What follows belongs to an exercise in optimizing a design on an open flow for small area, a short achievable clock period and few clock cycles; a production flow would make more cautious choices.
The RTL was checked by simulation tests, not by an equivalence proof against the original design.
In every run shown here, the design's own scripts or RTL, not TritonCTS, make the clock network.
The flow treats the clock pin as an ideal source. Dropping or thinning the clock tree relies on that and would not hold on a real chip.
No activity file was given, so power comes from the tool's default toggle rates.

==> design/flow/design.v <==
module cic_core (
    input  wire sys_clk,
    input  wire block_rst,       
    input  wire dclk_in,         
    input  wire dio_in,          
    input  wire reset_held,      
    input  wire cancel,          
    output reg  dio_drive_low,   
    output reg  terminated,      
    output reg  busy             
);
    localparam [92:0] PRE_BITS =
        93'b111101000111001111110000100001001010001101011111010001110010000001011110010011100101111011000;
    localparam [3:0]
        ST_WAIT  = 4'd0,
        ST_TERM  = 4'd1,    
        ST_PRE   = 4'd2,    
        ST_DRAIN = 4'd3,    
        ST_CMD   = 4'd4,    
        ST_CPAD  = 4'd5,    
        ST_CWR   = 4'd6,    
        ST_VMARK = 4'd7,    
        ST_VRD   = 4'd8,    
        ST_VSYNC = 4'd9,    
        ST_VWR   = 4'd10,   
        ST_RACK  = 4'd11,   
        ST_DIE   = 4'd12;   
    reg  [3:0]   st;            
    reg  [6:0]   cnt;           
    reg          wait_act;      
    reg          cap_q;         
    reg          rbit;          
    reg          rst_q;         
    reg  [60:1]  mv;
    reg  [15:1]  ob;            
    reg          eng_run;       
    reg          eng_wait;      
    reg          eng_v1;        
    reg          eng_v2;        
    reg          eng_v3;        
    reg  [1:0]   eng_rnd;
    reg  [3:0]   eng_x;         
    reg  [3:0]   eng_bs;        
    reg          eng_have;      
    reg          eng_need;      
    reg  [120:0] ring;
    reg  [6:0]   vw;
    reg          vpend;         
    reg          vfetch;        
    reg  [3:0]   va_a;          
    reg          va_carry;
    wire [3:0] m1  = mv[4:1],   m2  = mv[8:5],   m3  = mv[12:9],  m4  = mv[16:13];
    wire [3:0] m5  = mv[20:17], m6  = mv[24:21], m7  = mv[28:25], m8  = mv[32:29];
    wire [3:0] m9  = mv[36:33], m10 = mv[40:37], m11 = mv[44:41], m12 = mv[48:45];
    wire [3:0] m13 = mv[52:49], m14 = mv[56:53], m15 = mv[60:57];
    function [3:0] add4;
        input [3:0] a, b;
        input       ci;
        reg   [4:0] c;
        integer     i;
        begin
            c[0] = ci;
            for (i = 0; i < 4; i = i + 1) begin
                add4[i] = a[i] ^ b[i] ^ c[i];
                c[i+1]  = (a[i] & b[i]) | (c[i] & (a[i] ^ b[i]));
            end
        end
    endfunction
    function cout4;
        input [3:0] a, b;
        input       ci;
        reg   [4:0] c;
        integer     i;
        begin
            c[0] = ci;
            for (i = 0; i < 4; i = i + 1)
                c[i+1] = (a[i] & b[i]) | (c[i] & (a[i] ^ b[i]));
            cout4 = c[4];
        end
    endfunction
    wire [3:0] xe  = eng_x;
    wire [3:0] n1  = add4(m1, xe, 1'b1);
    wire [3:0] n2  = ~add4(n1, m2, 1'b1);
    wire [3:0] t3  = add4(m2, m3, 1'b1);
    wire       ca  = ~cout4(m2, m3, 1'b1);                  
    wire [3:0] n3b = add4(m2, {m3[2:0], 1'b1}, 1'b0);        
    wire [3:0] n3  = ca ? t3 : n3b;
    wire [3:0] n4a = add4(m3, m4, 1'b0);
    wire [3:0] n4  = ca ? n4a : add4(n3b, m4, 1'b0);
    wire [3:0] n5a = add4(n4a, m5, 1'b0);
    wire [3:0] n5b = add4({~m4[3], m4[2:0]}, m4[3] ? 4'd0 : m5, 1'b0);
    wire [3:0] n5  = ca ? n5a : n5b;
    wire [3:0] n6a = add4({~m5[3], m5[2:0]}, m5[3] ? 4'd0 : m6, 1'b0);
    wire [3:0] n6b = add4(m5, m6, 1'b1);
    wire [3:0] n6  = ca ? n6a : n6b;
    wire [3:0] bs  = ca ? m6 : n6b;                         
    wire [3:0] n7  = add4(eng_bs, m7, 1'b1);
    wire [3:0] n8  = add4(n7, m8, 1'b1);
    wire [3:0] n9  = add4(n8, m9, 1'b1);
    wire [3:0] n10 = add4(m9, m10, 1'b1);
    wire [3:0] n11 = add4(n10, m11, 1'b1);
    wire [3:0] n12 = add4(n11, m12, 1'b1);
    wire [3:0] n13 = add4(m12, m13, 1'b1);
    wire [3:0] n14 = add4(n13, m14, 1'b1);
    wire [3:0] n15 = add4(n14, m15, 1'b1);
    wire eng_busy = eng_run || eng_wait || eng_v1 || eng_v2 || eng_v3;
    wire eng_fin  = eng_v3 && !eng_v2 && !eng_v1 && !eng_run && !eng_wait;
    wire eng_take = eng_need && eng_have;                    
    wire [3:0] nib  = {ring[2], ring[4], ring[6], ring[8]};
    wire [3:0] va_1 = {va_a[3] ^ ~nib[0], va_a[2:0]};
    wire [3:0] va_2 = {va_1[3] ^ (va_1[2] & ~va_1[1]), va_1[2] ^ ~va_1[1], va_1[1:0]};
    wire [3:0] va_3 = add4(va_2, nib, 1'b0);
    wire [3:0] va_5 = add4({va_3[2:0], 1'b0}, va_carry ? 4'd0 : 4'd7, 1'b0);
    wire [4:0] va_6 = {cout4(va_5, va_3, va_carry), add4(va_5, va_3, va_carry)};
    wire [3:0] va_7 = ~va_6[3:0];
    wire is_read = (st == ST_DRAIN) || (st == ST_CMD) || (st == ST_CPAD) ||
                   (st == ST_VRD);
    wire can_cap = !terminated && !rst_q && (st != ST_WAIT) && (st != ST_DIE) &&
                   !((st == ST_CWR) && eng_need) && !vpend && !vfetch;
    reg wbit;
    always @(*) begin
        case (st)
            ST_PRE:   wbit = PRE_BITS[cnt];
            ST_CWR:   wbit = ob[cnt[3:0]];
            ST_VMARK: wbit = ~cnt[0];                        
            ST_VWR:   wbit = va_a[3 - cnt[1:0]];              
            default:  wbit = 1'b0;                           
        endcase
    end
    wire drive0   = can_cap && !is_read && !wbit;            
    wire capture  = can_cap && !wait_act && !dclk_in;
    wire complete = wait_act && dclk_in;
    wire die_now  = complete && ((st == ST_DIE) ||
                    (cap_q && st == ST_CMD && cnt[0] && !cnt[1] && rbit));
    reg [3:0] st_a;
    reg [6:0] cnt_a;
    always @(*) begin
        st_a  = st;
        cnt_a = cnt;
        if (cap_q) begin
            cnt_a = cnt + 7'd1;
            case (st)
                ST_PRE:   if (cnt == 7'd92) begin st_a = ST_DRAIN; cnt_a = 7'd0; end
                ST_DRAIN: if (cnt == 7'd7)  begin st_a = ST_CMD;   cnt_a = 7'd0; end
                ST_CMD: begin
                    cnt_a = {5'd0, rbit, 1'b1};      
                    if (cnt[0]) begin
                        cnt_a = 7'd0;
                        case ({cnt[1], rbit})
                            2'b00:   st_a = ST_CPAD;
                            2'b01:   st_a = ST_DIE;
                            2'b10:   st_a = ST_VMARK;
                            default: st_a = ST_RACK;
                        endcase
                    end
                end
                ST_CPAD: begin st_a = ST_CWR; cnt_a = cnt; end
                ST_CWR: begin
                    if (cnt[3:0] == 4'hF) begin st_a = ST_CMD; cnt_a = 7'd0; end
                    else                        st_a = ST_CPAD;
                end
                ST_VMARK: if (cnt == 7'd7)   begin st_a = ST_VRD;   cnt_a = 7'd0; end
                ST_VRD:   if (cnt == 7'd119) begin st_a = ST_VSYNC; cnt_a = 7'd0; end
                ST_VSYNC: begin st_a = ST_VWR; cnt_a = 7'd0; end
                ST_VWR:   if (cnt == 7'd119) begin st_a = ST_CMD;   cnt_a = 7'd0; end
                ST_RACK:  begin st_a = ST_CMD; cnt_a = 7'd0; end
                default: ;
            endcase
        end
        if (eng_take)                        
            cnt_a = {3'd0, (m7 == 4'd0) ? 4'd1 : m7};
        if (st == ST_WAIT || rst_q) cnt_a = 7'd0;
    end
    wire kill       = block_rst || cancel;
    wire wait_act_d = !(kill || dclk_in) && (wait_act || can_cap);
    wire dd_d       = !(kill || dclk_in) && (wait_act ? dio_drive_low : drive0);
    wire term_d     = !block_rst && (terminated || cancel || die_now);
    wire [3:0] st_d = (rst_q || st == ST_WAIT) ? (reset_held ? ST_WAIT : ST_PRE) : st_a;
    wire cmd_cmp   = cap_q && (st == ST_CMD) && cnt[0] && !cnt[1] && !rbit;
    wire eng_start = (cap_q && (st == ST_DRAIN) && (cnt == 7'd7)) || eng_take;
    wire eng_have_d = !rst_q && ((eng_have || eng_fin) && !eng_take);
    wire eng_need_d = !rst_q && ((eng_need || cmd_cmp) && !eng_take);
    wire eng_end   = eng_run && (xe == 4'd0);                
    wire eng_rest   = eng_wait && eng_v3 && !eng_v2 && !eng_v1;   
    wire eng_run_d  = !rst_q && (eng_start || (eng_run && !eng_end) || eng_rest);
    wire eng_wait_d = !rst_q &&
                      ((eng_end && eng_rnd != 2'd2) || (eng_wait && !eng_rest));
    wire eng_v1_d   = !rst_q && eng_run;
    wire eng_v2_d   = !rst_q && eng_v1;
    wire eng_v3_d   = !rst_q && eng_v2;
    wire v_al    = &vw;
    wire v_rd    = cap_q && (st == ST_VRD);                  
    wire v_wr    = (v_rd && (v_al || cnt == 7'd0)) || (vpend && v_al);
    wire v_nx    = cap_q && ((st == ST_VSYNC) ||
                   (st == ST_VWR && cnt[1:0] == 2'd3 && cnt != 7'd119));
    wire v_ft    = (v_nx || vfetch) && v_al;                 
    wire vpend_d  = !rst_q && ((v_rd || vpend) && !v_wr);
    wire vfetch_d = !rst_q && ((v_nx || vfetch) && !v_ft);
    always @(posedge sys_clk) begin
        st            <= st_d;
        cnt           <= cnt_a;
        wait_act      <= wait_act_d;
        dio_drive_low <= dd_d;
        terminated    <= term_d;
        busy          <= ((st_a == ST_CWR) && eng_need_d) ||
                         ((v_rd || vpend) && !v_wr) || ((v_nx || vfetch) && !v_ft);
        cap_q         <= capture && !block_rst;
        rst_q         <= block_rst;
        eng_run       <= eng_run_d;
        eng_wait      <= eng_wait_d;
        eng_v1        <= eng_v1_d;
        eng_v2        <= eng_v2_d;
        eng_v3        <= eng_v3_d;
        eng_have      <= eng_have_d;
        eng_need      <= eng_need_d;
        if (eng_take)
            ob <= {m15[0], m14[0], m13[0], m12[0], m11[0], m10[0], m9[0], m8[0],
                   m7[0], m6[0], m5[0], m4[0], m3[0], m2[0], m1[0]};
        if (capture)
            rbit <= dio_in;
        if (!eng_busy) begin                       
            eng_x     <= m15;
            eng_rnd   <= 2'd0;
        end
        if (eng_rest)                              
            eng_x     <= n15;
        if (eng_run) begin
            eng_x     <= xe - 4'd1;
            eng_bs    <= bs;
            if (xe == 4'd0) eng_rnd <= eng_rnd + 2'd1;
        end
        if (eng_run)
            mv[4:1] <= n1;
        else if (cap_q && st == ST_DRAIN && cnt[2])
            mv[4:1] <= {mv[3:1], rbit};               
        if (rst_q)
            mv[24:5] <= 20'hB8F41;                    
        else if (eng_run)
            mv[24:5] <= {n6, n5, n4, n3, n2};
        if (rst_q)
            mv[36:25] <= 12'hC75;                     
        else if (eng_v1)
            mv[36:25] <= {n9, n8, n7};
        if (rst_q)
            mv[48:37] <= 12'h16D;                     
        else if (eng_v2)
            mv[48:37] <= {n12, n11, n10};
        if (rst_q)
            mv[60:49] <= 12'h89E;                     
        else if (eng_v3)
            mv[60:49] <= {n15, n14, n13};
        ring  <= {v_wr ? rbit : ring[0], ring[120:1]};
        vpend  <= vpend_d;
        vfetch <= vfetch_d;
        if (v_wr)
            vw <= 7'b0111111;                      
        else if (v_ft)
            vw <= 7'b0101010;                      
        else
            vw <= v_al ? 7'b0000001 : {vw[5:0], vw[6] ^ vw[5]};
        if (v_ft) begin
            va_a     <= va_7;
            va_carry <= va_6[4];
        end else if (cap_q && st == ST_CMD) begin
            va_a     <= 4'd5;
            va_carry <= 1'b1;
        end
    end
endmodule
==> design/flow/flow/run.sh <==
#!/bin/bash
# Standard layout, with:
#  - repair_timing aiming for setup slack 11.3 ns (a tighter achieved period)
#    instead of 0,
#  - 70% utilisation,
#  - buf_4 cells as the port buffers (every port is still buffered),
#  - after CTS, a two-level clock tree (flow/post_cts.tcl, flow/rebuild.tcl).
set -euo pipefail
export POST_CTS_TCL="$PWD/flow/post_cts.tcl"
bash standard.sh SETUP_SLACK_MARGIN=11.3 CORE_UTILIZATION=70 \
  "BUFFER_PORTS_ARGS=-buffer_cell sky130_fd_sc_hd__buf_4" \
  "CTS_ARGS=-sink_clustering_enable -repair_clock_nets -dont_use_dummy_load -sink_clustering_size 15 -sink_clustering_max_diameter 60 -buf_list sky130_fd_sc_hd__clkbuf_8 -root_buf sky130_fd_sc_hd__clkbuf_16" \
  finish > run_standard.log 2>&1
==> design/flow/flow/post_cts.tcl <==
# Run by ORFS's CTS step after clock_tree_synthesis and its repair (the
# POST_CTS_TCL hook): replace TritonCTS's three-level clock tree by a
# two-level one (two root buffers driving ten leaf buffers, all clkbuf_16, each
# leaf serving a balanced cluster of flip-flops), which has a shorter and
# equal clock latency everywhere; then legalise and repair timing again.
source [file join [file dirname [info script]] rebuild.tcl]
rebuild_clock_tree 10 sky130_fd_sc_hd__clkbuf_16 sky130_fd_sc_hd__clkbuf_16 2
set_propagated_clock [all_clocks]
detailed_placement
estimate_parasitics -placement
repair_timing_helper
detailed_placement
check_placement -verbose
==> design/flow/flow/rebuild.tcl <==
# Replace the clock tree with two levels: one root buffer drives nleaf leaf
# buffers, each placed at the centre of a k-means cluster of flip-flops.
proc rebuild_clock_tree { nleaf leafbuf rootbuf {nroot 1} } {
  set db [ord::get_db]
  set block [ord::get_db_block]
  set clk [$block findNet sys_clk]
  # remove the existing clock buffers, moving their sinks back onto sys_clk
  set sinks {}
  set todo [list $clk]
  set bufs {}
  set loads {}
  while {[llength $todo]} {
    set net [lindex $todo 0]; set todo [lrange $todo 1 end]
    foreach it [$net getITerms] {
      if {[$it getIoType] ne "INPUT"} { continue }
      set inst [$it getInst]
      set mname [[$inst getMaster] getName]
      if {[string match "clkload*" [$inst getName]]} {
        lappend loads $inst
      } elseif {[string match "sky130_fd_sc_hd__clkbuf_*" $mname] && [string match "clkbuf_*" [$inst getName]]} {
        lappend bufs $inst
        set onet [[$inst findITerm X] getNet]
        if {$onet ne "NULL" && $onet ne ""} { lappend todo $onet }
      } else {
        lappend sinks $it
      }
    }
  }
  foreach inst $bufs {
    set onet [[$inst findITerm X] getNet]
    odb::dbInst_destroy $inst
    if {$onet ne "NULL" && $onet ne ""} {
      if {[llength [$onet getITerms]] == 0 || 1} {
        foreach it [$onet getITerms] { $it disconnect }
        odb::dbNet_destroy $onet
      }
    }
  }
  foreach inst $loads { odb::dbInst_destroy $inst }
  foreach it $sinks { catch {$it disconnect}; $it connect $clk }
  puts "removed [llength $bufs] clock buffers, [llength $sinks] sinks"
  # k-means on sink positions
  set pts {}
  foreach it $sinks {
    set b [[$it getInst] getBBox]
    lappend pts [list [expr {([$b xMin]+[$b xMax])/2}] [expr {([$b yMin]+[$b yMax])/2}]]
  }
  set n [llength $pts]
  set order [lsort -integer -index 0 $pts]
  set cent {}
  for {set k 0} {$k < $nleaf} {incr k} { lappend cent [lindex $order [expr {int(($k + 0.5) * $n / $nleaf)}]] }
  for {set iter 0} {$iter < 40} {incr iter} {
    set cap [expr {int(ceil(double($n) / $nleaf)) + 2}]
    set pairs {}
    set i 0
    foreach p $pts {
      for {set k 0} {$k < $nleaf} {incr k} {
        set c [lindex $cent $k]
        lappend pairs [list [expr {abs([lindex $p 0]-[lindex $c 0]) + abs([lindex $p 1]-[lindex $c 1])}] $i $k]
      }
      incr i
    }
    set pairs [lsort -real -index 0 $pairs]
    set asg [lrepeat $n -1]
    set used [lrepeat $nleaf 0]
    set left $n
    foreach pr $pairs {
      lassign $pr d i k
      if {[lindex $asg $i] >= 0 || [lindex $used $k] >= $cap} { continue }
      lset asg $i $k
      lset used $k [expr {[lindex $used $k] + 1}]
      incr left -1
      if {$left == 0} { break }
    }
    set sx [lrepeat $nleaf 0.0]; set sy [lrepeat $nleaf 0.0]; set sc [lrepeat $nleaf 0]
    foreach p $pts a $asg {
      lset sx $a [expr {[lindex $sx $a] + [lindex $p 0]}]
      lset sy $a [expr {[lindex $sy $a] + [lindex $p 1]}]
      lset sc $a [expr {[lindex $sc $a] + 1}]
    }
    for {set k 0} {$k < $nleaf} {incr k} {
      if {[lindex $sc $k] > 0} {
        lset cent $k [list [expr {int([lindex $sx $k]/[lindex $sc $k])}] [expr {int([lindex $sy $k]/[lindex $sc $k])}]]
      }
    }
  }
  puts "cluster sizes: $sc"
  # leaves split among nroot root buffers by x position; the clock port
  # drives the roots
  set lorder [lsort -integer -index 1 [lmap c $cent k [lrange [lsearch -all $cent *] 0 end] {list $k [lindex $c 0]}]]
  set rnets {}
  for {set r 0} {$r < $nroot} {incr r} {
    set mine [lrange $lorder [expr {$r * $nleaf / $nroot}] [expr {($r + 1) * $nleaf / $nroot - 1}]]
    set cx 0; set cy 0
    foreach m $mine { set c [lindex $cent [lindex $m 0]]; set cx [expr {$cx + [lindex $c 0]}]; set cy [expr {$cy + [lindex $c 1]}] }
    set cx [expr {$cx / [llength $mine]}]; set cy [expr {$cy / [llength $mine]}]
    set root [odb::dbInst_create $block [$db findMaster $rootbuf] clkbuf_root_$r]
    $root setLocation $cx $cy
    $root setPlacementStatus PLACED
    set rnet [odb::dbNet_create $block clknet_root_$r]
    $rnet setSigType CLOCK
    [$root findITerm A] connect $clk
    [$root findITerm X] connect $rnet
    foreach m $mine { set rootof([lindex $m 0]) $rnet }
  }
  foreach it $sinks { $it disconnect }
  for {set k 0} {$k < $nleaf} {incr k} {
    set c [lindex $cent $k]
    set leaf [odb::dbInst_create $block [$db findMaster $leafbuf] clkbuf_leaf_$k]
    $leaf setLocation [lindex $c 0] [lindex $c 1]
    $leaf setPlacementStatus PLACED
    set lnet [odb::dbNet_create $block clknet_leaf_$k]
    $lnet setSigType CLOCK
    [$leaf findITerm A] connect $rootof($k)
    [$leaf findITerm X] connect $lnet
    set ln($k) $lnet
  }
  foreach it $sinks a $asg { $it connect $ln($a) }
}
==> design/flow/standard.sh <==
#!/bin/bash
# synth_recipe.tcl (not shown) runs the flow's synth.tcl, then flattens the netlist and writes it again
# the make line also repeats each setting of config.mk as NAME=value (left out here)
make -C /OpenROAD-flow-scripts/flow DESIGN_CONFIG=/design/flow/config.mk WORK_HOME=/design/flow/orfs CLKGATE_MAP_FILE= SYNTH_SCRIPT=/design/flow/synth_recipe.tcl "${@:-finish}"
==> design/flow/config.mk <==
export PLATFORM = sky130hd
export DESIGN_NAME = cic_core
export DESIGN_NICKNAME = cic_core
export VERILOG_FILES = /design/flow/design.v
export SDC_FILE = /design/flow/constraint.sdc
export NUM_CORES = 4
export LEC_CHECK = 0
export CAP_MARGIN = 20
export CORE_MARGIN = 2
export CORE_UTILIZATION = 40
export SLEW_MARGIN = 20
==> design/flow/constraint.sdc <==
create_clock -name core_clock -period 15.0 [get_ports {sys_clk}]
set_input_delay 3.0000 -clock core_clock [delete_from_list [all_inputs] [get_ports {sys_clk}]]
set_output_delay 3.0000 -clock core_clock [all_outputs]
set_load 0.01 [all_outputs]
==> metrics list, run 1 <==
- The flow ran to the end and the layout has no timing, DRC or antenna violations.
* Overall routed net length: between 15000 and 20000 µm
* Maximum cell stage delay along the critical path: between 300 and 400 ps
- Leakage power: between 3 and 4 nW
- Setup violations remaining at the end of the flow were counted as 0.
- Data on the critical path arrives at its endpoint at approximately 800 ps.
* Sequential element share of the synthesized area: around 52%
* Area enclosed by the die boundary: 15400 µm²
- Clock share of power: between 30% and 40%
* DPL Wire Length: roughly 13000 µm
- Row cnt: between 40 and 50
- The repair_antennas step left the layout with diodes totalling 0.
- Critical Path Start: terminated
* Min-Delay Path Class: register to register
* Number of optimization iterations in the first detailed-route pass: 5
- Actual transition at the worst max-transition pin: 859 ps
- Share of the core filled with cells: 75.4%
* Total power density per cell area: roughly 96 nW/µm²
- Sw power: between 150 and 200 µW
- Clock-pin slew was measured on the worst setup and hold paths at 90 ps.
* Startpoint kind of the worst setup timing path: register
- Sum of negative setup slack: 0 ps
* Global router's overall resource usage: roughly a quarter
- In the routed design, unresolved DRC markers number 0.
- By area the synthesized netlist is led by sky130_fd_sc_hd__dfxtp_1 42%, sky130_fd_sc_hd__edfxtp_1 9.8%, sky130_fd_sc_hd__fa_1 8.7%, sky130_fd_sc_hd__ha_1 3.7%, sky130_fd_sc_hd__inv_1 3.4%.
- Summing every instance area after synthesis gives 10100 µm².
- Number of maximum-capacitance violations: 0
- For this run, the number of Yosys warnings is 1.
- Die Wd: ~120 µm
- At the worst endpoint, the required time is between 10000 and 15000 ps.
- Final Slew Violations: 0
- Post-synthesis instance total: about 950
- Most frequently used flop master after synthesis: sky130_fd_sc_hd__dfxtp_1
- Worst-case hold slack: between 300 and 400 ps
- Area of the core: between 10000 and 15000 µm²
- The count of nets left with antenna violations once routing finished came out at 0.
- Fraction of final layout cells sized beyond drive strength 1: slightly below 6%
* Worst clock skew: 19.4 ps
- After the last flow step, the layout net total stands at approximately 1000.
* CTS sink count: between 200 and 250
- Of the total power, combinational logic draws 1.9%.
- The critical path goes through buf_6.
- Maximum fanout along the worst path: 2
- Entering global routing, the biggest net connects 51 pins.
- Proportion of power drawn by flip-flops and latches: 65.7%
- IR analysis of the VDD net gives a maximum drop of 91.6 µV.
* Crit-path slowest cell: sky130_fd_sc_hd__dfxtp_2
* Effective utilization at floorplan: between 70% and 80%
- Setup repair after global routing missed its margin: true
- Static timing analysis puts the maximum clock frequency at 264 MHz.
- Mean instance size in the synthesized netlist: between 10 and 15 µm²
* Grt total ovfl: 0
* Cell type with the highest aggregate area in the netlist: sky130_fd_sc_hd__dfxtp_1
- CP endpoint kind: output port
- Initial DRC count: about 460
- #FFs+latches synth: about 250
* Vias per cell: 5.94
- Count of unique library cells instantiated by Yosys: 72
- The first global-routing pass estimated ~32000 µm of wire.
* Total power consumption of the routed design: 1.01 mW
- 9 I/O pins were placed.
- At the later pin of the worst-skew pair, clock insertion delay measures between 300 and 400 ps.
* Startpoint-to-endpoint class of the critical path: register to output port
- The worst hold path begins at ring[23].
- The worst register-to-register path begins at mv[49].
* Hold Vio Cnt, Final: 0
- The worst path meets setup with between 10000 and 15000 ps of slack.
* Sw Share: 19.7%
- Cell internal power was estimated by the tool at 814 µW.
- GPL Wtd Cong: a little under 0.9
- Proportion of synthesized flip-flops having asynchronous set or reset: 0%
- Detailed routing inserted a total of between 6000 and 7000 vias.
- Headroom to the max-slew limit came out at between 40% and 50%.
- Routed wire length per instance: 17.4 µm
- Final min period: ~3800 ps
- Number of nets in the synthesized netlist: between 1000 and 1500
- Top delay family on crit path: flip-flops
- Worst setup slack after placement: 11080 ps
- In this run the tool buffered the top-level ports with 8 buffer cells.
- In this run, synthesis inferred 33 flip-flops with an integrated enable.
* Initial antenna violation count: 0
- Fraction of synthesized cell area taken by the top area cell type: a little over two fifths
- In the finished design, the share of the clock period the worst path needs comes to 25.2%.
* Number of global-route vias before repair: 6550
- The floorplan step set the die height to 124 µm.
- From synthesis to final layout, the design area changed by 4.46%.
* Number of buffers and inverters on the critical path: 1
## cells in the final DEF, fill, tap and decap left out, types with 27 or more instances in the layout
master                     count
sky130_fd_sc_hd__dfxtp_1     208
sky130_fd_sc_hd__inv_1        91
sky130_fd_sc_hd__nand2_1      89
sky130_fd_sc_hd__nor2_1       65
sky130_fd_sc_hd__fa_1         42
sky130_fd_sc_hd__o21ai_0      37
sky130_fd_sc_hd__a21oi_1      33
sky130_fd_sc_hd__edfxtp_1     33
sky130_fd_sc_hd__ha_1         30
sky130_fd_sc_hd__xnor2_1      27
## layer usage
metal  track usage, %  part of all wire [%]  vias up
met5                0                     0        -
li1                 -                     -     3152
met2             45.8                    50      192
met4             8.29                   2.5        0
met3             3.57                   5.0       40
met1             34.9                    42     3191
## per-stage QoR
step	area (µm²)	std cells
floorplan	10100	948
global placement	10200	1093
detailed placement	10200	1093
global route	10500	1107
finish	10500	1107
## layout make-up
cell class              instances  area, µm²
well taps                     180        225
inverters                      92        345
repair buffers                 13        109
multi-input cells             565       4320
flip-flops and latches        245       5240
plain buffers                  12        300
fillers                       931       3450
## Yosys cell counts (4+ instances only)
| cell type | n |
|---|---|
| sky130_fd_sc_hd__buf_1 | 12 |
| sky130_fd_sc_hd__a21oi_1 | 33 |
| sky130_fd_sc_hd__nor4_1 | 5 |
| sky130_fd_sc_hd__fa_1 | 44 |
| sky130_fd_sc_hd__a31oi_1 | 10 |
| sky130_fd_sc_hd__xnor2_1 | 27 |
| sky130_fd_sc_hd__mux2i_1 | 24 |
| sky130_fd_sc_hd__dfxtp_1 | 212 |
| sky130_fd_sc_hd__a211oi_1 | 23 |
| sky130_fd_sc_hd__o21ai_0 | 37 |
| sky130_fd_sc_hd__nor2b_1 | 13 |
| sky130_fd_sc_hd__or3_1 | 7 |
| sky130_fd_sc_hd__o211ai_1 | 14 |
| sky130_fd_sc_hd__o21a_1 | 5 |
| sky130_fd_sc_hd__inv_1 | 91 |
| sky130_fd_sc_hd__clkbuf_1 | 17 |
| sky130_fd_sc_hd__buf_2 | 16 |
| sky130_fd_sc_hd__a21o_1 | 4 |
| sky130_fd_sc_hd__nand3_1 | 24 |
| sky130_fd_sc_hd__ha_1 | 30 |
| sky130_fd_sc_hd__nand2_1 | 89 |
| sky130_fd_sc_hd__nor3_1 | 14 |
| sky130_fd_sc_hd__nand2b_1 | 9 |
| sky130_fd_sc_hd__and3_1 | 7 |
| sky130_fd_sc_hd__xor2_1 | 14 |
| sky130_fd_sc_hd__edfxtp_1 | 33 |
| sky130_fd_sc_hd__nor2_1 | 65 |
## registers in the layout, summed over array words and instances, names as in the netlist, 4 cells and up
register,cells
cnt,7
eng_bs,4
eng_x,4
mv,60
ob,15
ring,121
st,4
va_a,4
vw,7
## final timing paths
path | to | slack (ps) | depth (start not counted)
min reg2reg | ring[22] | 330 | 0
min | ring[22] | 330 | 0
max reg2reg | eng_x[3] | 11480 | 13
max | terminated | 11220 | 1
## power groups by stage
stage	registers [mW]	logic (mW)	clock network [mW]
after floorplan	0.679	0.0139	0
after global placement	0.682	0.0175	0
after detailed placement	0.682	0.0178	0
after global routing	0.667	0.0208	0.354
final	0.667	0.0191	0.329
## logic make-up (layout without fill, tap and decap cells)
group / after synthesis / count (layout) / share of synthesized area [%]
fa+ha+maj: 74 / 74 / 12.4
flops: 245 / 245 / 51.9
xor+xnor: 41 / 41 / 3.56
buf+inv: 138 / 117 / 5.34
compound gates: 164 / 164 / 11.1
simple gates: 255 / 255 / 12.1
mux: 31 / 31 / 3.50
Testbench counts, summed over its fixed seeds: cycles 64,299.
==> run 2, diff against run 1 <==
--- a/design/flow/flow/rebuild.tcl
+++ b/design/flow/flow/rebuild.tcl
@@ -1,4 +1,6 @@
-# Replace the clock tree with two levels: one root buffer drives nleaf leaf
-# buffers, each placed at the centre of a k-means cluster of flip-flops.
+# Replace the clock tree with two levels: nroot root buffers, driven by the
+# clock port, drive nleaf leaf buffers, each placed at the centre of a
+# balanced k-means cluster of flip-flops. TritonCTS's buffers and dummy
+# loads are removed first.
 proc rebuild_clock_tree { nleaf leafbuf rootbuf {nroot 1} } {
   set db [ord::get_db]
==> metrics list, run 2 <==
* Fraction of synthesized cell area taken by the top area cell type: approximately 42%
- The number of antenna violations at the first check in global routing is 0.
- #FFs+latches synth: roughly 250
* Die extent in y: roughly 120 µm
* Actual transition at the worst max-transition pin: between 800 and 900 ps
- The clock net in this run drives a total of 245 sinks.
- Routed wire length per instance: 17.4 µm
- During placement, the flow inserted port buffers numbering 8.
- Sum of negative setup slack: 0 ps
* Global router's overall resource usage: 26.5%
* Crit-path slowest cell: sky130_fd_sc_hd__dfxtp_2
- Counting distinct cell types in the post-synthesis netlist gives between 70 and 80.
- GPL Wtd Cong: between 0.8 and 0.9
- The first detailed-routing pass ran for 5 iterations.
- Placed instance count: 1093
* Number of global-route vias before repair: ~6600
- Number of flip-flops in the largest register: around 120
- In the layout the commonest cells are 208 x sky130_fd_sc_hd__dfxtp_1, 91 x sky130_fd_sc_hd__inv_1, 89 x sky130_fd_sc_hd__nand2_1.
* Final number of setup-violating endpoints: 0
- Timing analysis after detailed placement gives a worst setup slack of about 11000 ps.
- Summing all multi-input logic gate instances after layout gives ~4300 µm².
- VDD sags by at most just over 90 µV.
- N_diodes: 0
* Proportion of synthesized flip-flops having asynchronous set or reset: 0%
- Number of warnings issued by yosys: 1
- For this run, the share of the core covered by cells in the final layout is about three quarters.
- Number of flops mapped to enable cells by yosys: 33
- Effective utilization at floorplan: 72.1%
* Area of the core: roughly 14000 µm²
- In this run the worst path has a maximum fanout of 2.
- CP Data Required Time: between 10000 and 15000 ps
- The number of buffers and inverters on the critical path is 1.
- From left edge to right edge, the die measures ~120 µm.
- The area growth from synthesis to layout is 4.46%.
* Clock slew seen by the registers of the worst setup and hold paths: ~90 ps
* Area post-placement: 10200 µm²
- Maximum cell stage delay along the critical path: roughly 340 ps
- Mean instance size in the synthesized netlist: 10.6 µm²
- Most frequently used flop master after synthesis: sky130_fd_sc_hd__dfxtp_1
- The first global-routing pass estimated 32200 µm of wire.
- CP endpoint kind: output port
- Sequential element share of the synthesized area: around half
- Final min period: roughly 3800 ps
* Final standard cell count with taps included and fillers excluded: roughly 1100
* DPL Wire Length: approximately 13000 µm
* Startpoint kind of the worst setup timing path: register
* Vias per cell: around 5.9
- Fraction of the cycle the final worst path needs: between 20% and 30%
* Remaining design rule violation count: 0
- After layout, the worst setup slack is approximately 11000 ps.
- Entering global routing, the biggest net connects a little over 50 pins.
- ring holds more flip-flops than any other register.
- Summing internal, switching and leakage power gives 1.01 mW.
- FMAX: 264 MHz
- 9 I/O pins were placed.
* Worst clock skew: 19.4 ps
* Synth Cell Area: around 10000 µm²
- Fill cells in the final layout number between 900 and 1000.
- For this design the ratio of total power to cell area is roughly 96 nW/µm².
* Cell-by-cell listing of the critical path: buf_6
- Summed over all cells, the static leakage comes to 3.99 nW.
- Most common cell after layout, fill and taps aside: sky130_fd_sc_hd__dfxtp_1
- The final route contains around 6600 vias.
- Top cells by area in the synthesized netlist: sky130_fd_sc_hd__dfxtp_1 42%, sky130_fd_sc_hd__edfxtp_1 9.8%, sky130_fd_sc_hd__fa_1 8.7%, sky130_fd_sc_hd__ha_1 3.7%, sky130_fd_sc_hd__inv_1 3.4%
- Top delay family on crit path: flip-flops
- The number of hold-slack violations in the final timing report came to 0.
- When the netlist entered floorplanning its net count stood at ~1000.
- Initial DRC count: ~460
- Cell type with the highest aggregate area in the netlist: sky130_fd_sc_hd__dfxtp_1
* Grt total ovfl: 0
- Overall routed net length: 19300 µm
* Post-layout instance area: ~11000 µm²
- At the later pin of the worst-skew pair, clock insertion delay measures 340 ps.
- Remaining number of nets flagged by the antenna check after routing: 0
* Setup repair after global routing missed its margin: true
- Largest regs: ring (121), mv (60), ob (15)
* Row cnt: 43
- In the post-synthesis netlist, the cell with the most instances is sky130_fd_sc_hd__dfxtp_1.
- Worst-case hold slack: 327 ps
- The worst setup path is of the register to output port kind.
* Area enclosed by the die boundary: approximately 15000 µm²
* Min-Delay Path Class: register to register
* Fraction of final layout cells sized beyond drive strength 1: around 5.8%
- Outcome: timing/DRC/antenna clean
- Summing all flip-flop and latch instances after layout gives around 5200 µm².
* Max-slew headroom at the worst pin: between 40% and 50%
- The number of pins exceeding their max-slew limit in the final report was 0.
- Number of maximum-capacitance violations: 0
* Leading post-synthesis cells by instance count: 212 x sky130_fd_sc_hd__dfxtp_1, 91 x sky130_fd_sc_hd__inv_1, 89 x sky130_fd_sc_hd__nand2_1
* Final Net Count: between 1000 and 1500
- Synthesis produced about 950 cells.
* Arr. time, crit path: between 700 and 800 ps
[run 2: layer usage]
metal | global-route usage (%) | routed length [µm]
met5 | 0 | 0
met4 | 8.29 | 478
met3 | 3.57 | 956
met2 | 45.8 | 9680
met1 | 34.9 | 8190
[run 2: worst paths after layout]
kind	cells past startpoint	from	end	slack (ps)
worst max register to register	13	mv[49]	eng_x[3]	11480
worst min register to register	0	ring[23]	ring[22]	330
worst min-delay path	0	ring[23]	ring[22]	330
worst max-delay path	1	terminated	terminated	11220
[run 2: layout make-up]
type / instances / share of cell area, %
multi-input combinational: 565 / 41.0
sequential: 245 / 49.7
timing repair buffer: 13 / 1.03
inverter: 92 / 3.28
buffer: 12 / 2.85
tap: 180 / 2.14
[run 2: logic make-up after synthesis]
group	count (synthesis)	synth area share (%)
xor gates and xnor gates	41	3.56
DFF	245	51.9
muxes	31	3.50
buffers and inverters	138	5.34
AOI/OAI and AO/OA	164	11.1
adders and majority gates	74	12.4
and+or+nand+nor	255	12.1
[run 2: where the power goes]
group	leakage [nW]	switching (mW)	total, mW	internal, mW
Sequential	2.03	0.00332	0.667	0.663
Combinational	1.82	0.0123	0.0191	0.00676
Clock	0.148	0.184	0.329	0.145

re-timing with driven ports:
The results above use ideal ports. As a check the final layouts listed here were re-extracted and re-timed, cells and wires unchanged.
Step 1 (the two cells are an assumption about what drives the block):
set clk [get_ports {sys_clk}]
set_driving_cell -lib_cell sky130_fd_sc_hd__clkbuf_16 $clk
set_driving_cell -lib_cell sky130_fd_sc_hd__buf_2 [delete_from_list [all_inputs] $clk]
Step 2 moves the port delays by t, midway between the first and last clock arrival at a register: inputs arrive t later, outputs are due t later. That takes back most of the time a late clock gives input paths.
Three values: no drivers, after step 1, after step 2; two values: the first two.
| run | t (ns) | setup slack, ns | clock arrival spread, ns | slew at the worst register clock pin (ns) | worst data-port slew with drivers (ns) |
|---|---|---|---|---|---|
| run 1 | 0.384 | 11.218 / 11.163 / 11.068 | 0.020 / 0.019 | 0.10 / 0.10 | 0.04 |
| run 2 | 0.384 | 11.218 / 11.163 / 11.068 | 0.020 / 0.019 | 0.10 / 0.10 | 0.04 |
After both steps every run listed still meets setup and hold.
